From an optimization exercise on the open Yosys and OpenROAD flow, aimed at small area, a short achievable clock period and few clock cycles; shortcuts taken in it are not production practice.
The RTL was checked by simulation tests, not by an equivalence proof against the original design.

Setup of v6:
## gdfwm_chain
module gdfwm_chain (
    input  wire        clk,
    input  wire        rst,
    input  wire        cfg_we,
    input  wire [5:0]  cfg_addr,
    input  wire [31:0] cfg_wdata,
    input  wire        in_valid,
    output wire        in_ready,
    input  wire        in_ch,
    input  wire [31:0] in_data,
    output reg         out_valid,
    input  wire        out_ready,
    output reg         out_ch,
    output reg  [31:0] out_data
);
    localparam [31:0] F_ONE   = 32'h3F800000;
    localparam [31:0] F_MZERO = 32'h80000000;
    localparam integer CMAX = 10;      
    localparam integer T = 14;        
    reg        cw_q, cw_qq;
    reg [5:0]  ca_q;
    reg [31:0] cd_q;
    always @(posedge clk) begin
        cw_q  <= cfg_we && !rst;
        cw_qq <= cw_q && !rst;
        ca_q  <= cfg_addr;
        cd_q  <= cfg_wdata;
    end
    reg [31:0] coef [0:44];       
    reg        cdef [0:44];       
    reg [1:0]  qlo, qhi;
    reg [31:0] preg, bias, amt, postg, mix;
    reg [31:0] u, om;             
    reg        cfg_pend;          
    integer k;
    always @(posedge clk) begin
        if (cw_q && ca_q < 6'd45)
            coef[ca_q] <= cd_q;
        for (k = 0; k < 45; k = k + 1)
            if (rst) cdef[k] <= 1'b1;
            else if (cw_q && ca_q == k) cdef[k] <= 1'b0;
    end
    wire        iss_cfg;
    wire        upd_uom;
    wire [31:0] p1, z1n;
    always @(posedge clk) begin
        if (rst) begin
            qlo <= 2'd0; qhi <= 2'd0;
            preg <= F_ONE; bias <= 32'b0; amt <= 32'b0;
            postg <= F_ONE; mix <= F_ONE;
            u <= F_ONE; om <= 32'b0;
            cfg_pend <= 1'b0;
        end else begin
            if (cw_q) begin
                case (ca_q)
                    6'd45: begin qlo <= cd_q[1:0]; qhi <= cd_q[3:2]; end
                    6'd46: preg  <= cd_q;
                    6'd47: bias  <= cd_q;
                    6'd48: amt   <= cd_q;
                    6'd49: postg <= cd_q;
                    6'd50: mix   <= cd_q;
                    default: ;
                endcase
            end
  ...
==> flow/config.mk <==
export PLATFORM = sky130hd
export DESIGN_NAME = gdfwm_chain
export DESIGN_NICKNAME = gdfwm_chain
export VERILOG_FILES = /design/flow/design.v
export SDC_FILE = /design/flow/constraint.sdc
export NUM_CORES = 8
export LEC_CHECK = 0
export ABC_AREA = 1
export CAP_MARGIN = 30
export CORE_MARGIN = 2
export CORE_UTILIZATION = 45
export CTS_CLUSTER_DIAMETER = 100
export CTS_CLUSTER_SIZE = 30
export PLACE_DENSITY = 0.65
export SLEW_MARGIN = 30
==> flow/constraint.sdc <==
create_clock -name core_clock -period 25.0 [get_ports {clk}]
set_input_delay 5.0000 -clock core_clock [delete_from_list [all_inputs] [get_ports {clk}]]
set_output_delay 5.0000 -clock core_clock [all_outputs]
set_load 0.01 [all_outputs]
standard.sh (not shown) runs the stock make flow with config.mk's settings and CLKGATE_MAP_FILE= SYNTH_SCRIPT=/design/flow/synth_recipe.tcl, a recipe that flattens the netlist after the stock synthesis.
==> flow/flow/run.sh <==
#!/bin/bash
set -euo pipefail
export BUFFER_PORTS_ARGS="-buffer_cell sky130_fd_sc_hd__buf_4"
bash standard.sh > standard.log 2>&1
Testbench counts of v6, summed over its fixed seeds: cycles 23,229.
--- input diff v6..v7 ---
# v6
export LEC_CHECK = 0
export ABC_AREA = 1
export CAP_MARGIN = 30
export CORE_MARGIN = 2
export CORE_UTILIZATION = 45
export CTS_CLUSTER_DIAMETER = 100
export CTS_CLUSTER_SIZE = 30
export PLACE_DENSITY = 0.65
export SLEW_MARGIN = 30
create_clock -name core_clock -period 25.0 [get_ports {clk}]
# v7
export LEC_CHECK = 0
export ABC_AREA = 1
export CAP_MARGIN = 30
export CORE_MARGIN = 2
export CORE_UTILIZATION = 45
export PLACE_DENSITY = 0.65
export SLEW_MARGIN = 30
create_clock -name core_clock -period 25.0 [get_ports {clk}]
--- outcome ---
- v7 closes out successfully: all stages finished, all timing, DRC and antenna checks passed.
- Per the comparison of v7 with v6, setup slack shows a reduction of 0.048 ns, average wire per cell in the routed design shows a reduction of 0.62%, global-route wire length before repair shows an increase of 0.92%, met1 layer usage reported by global route shows no meaningful change, count of standard-cell rows shows no meaningful change.

==> afterwards: timing with drivers on the ports <==
In the flow no input, the clock included, has a driving cell. The finished layouts below were timed again as built, in two steps.
Step 1 sets driving cells, clkbuf_16 on the clock port and buf_2 on the other inputs (assumed; they add their load-dependent delay and slew).
Step 2 also shifts input and output timing later by t, the mid clock arrival at the registers, as if the neighbouring blocks saw the same clock.
Three values: no drivers, after step 1, after step 2; two values: the first two.
run	t (ns)	setup slack, ns	worst hold slack (ns)
v6	1.211	18.337 / 18.197 / 17.415	0.297 / 0.297 / 0.297
v7	1.268	18.289 / 18.150 / 17.379	0.307 / 0.307 / 0.307
After both steps every run listed still meets setup and hold. For v6, which loses most, drivers alone change the setup slack by -0.140 ns; drivers and shift together by -0.922 ns.
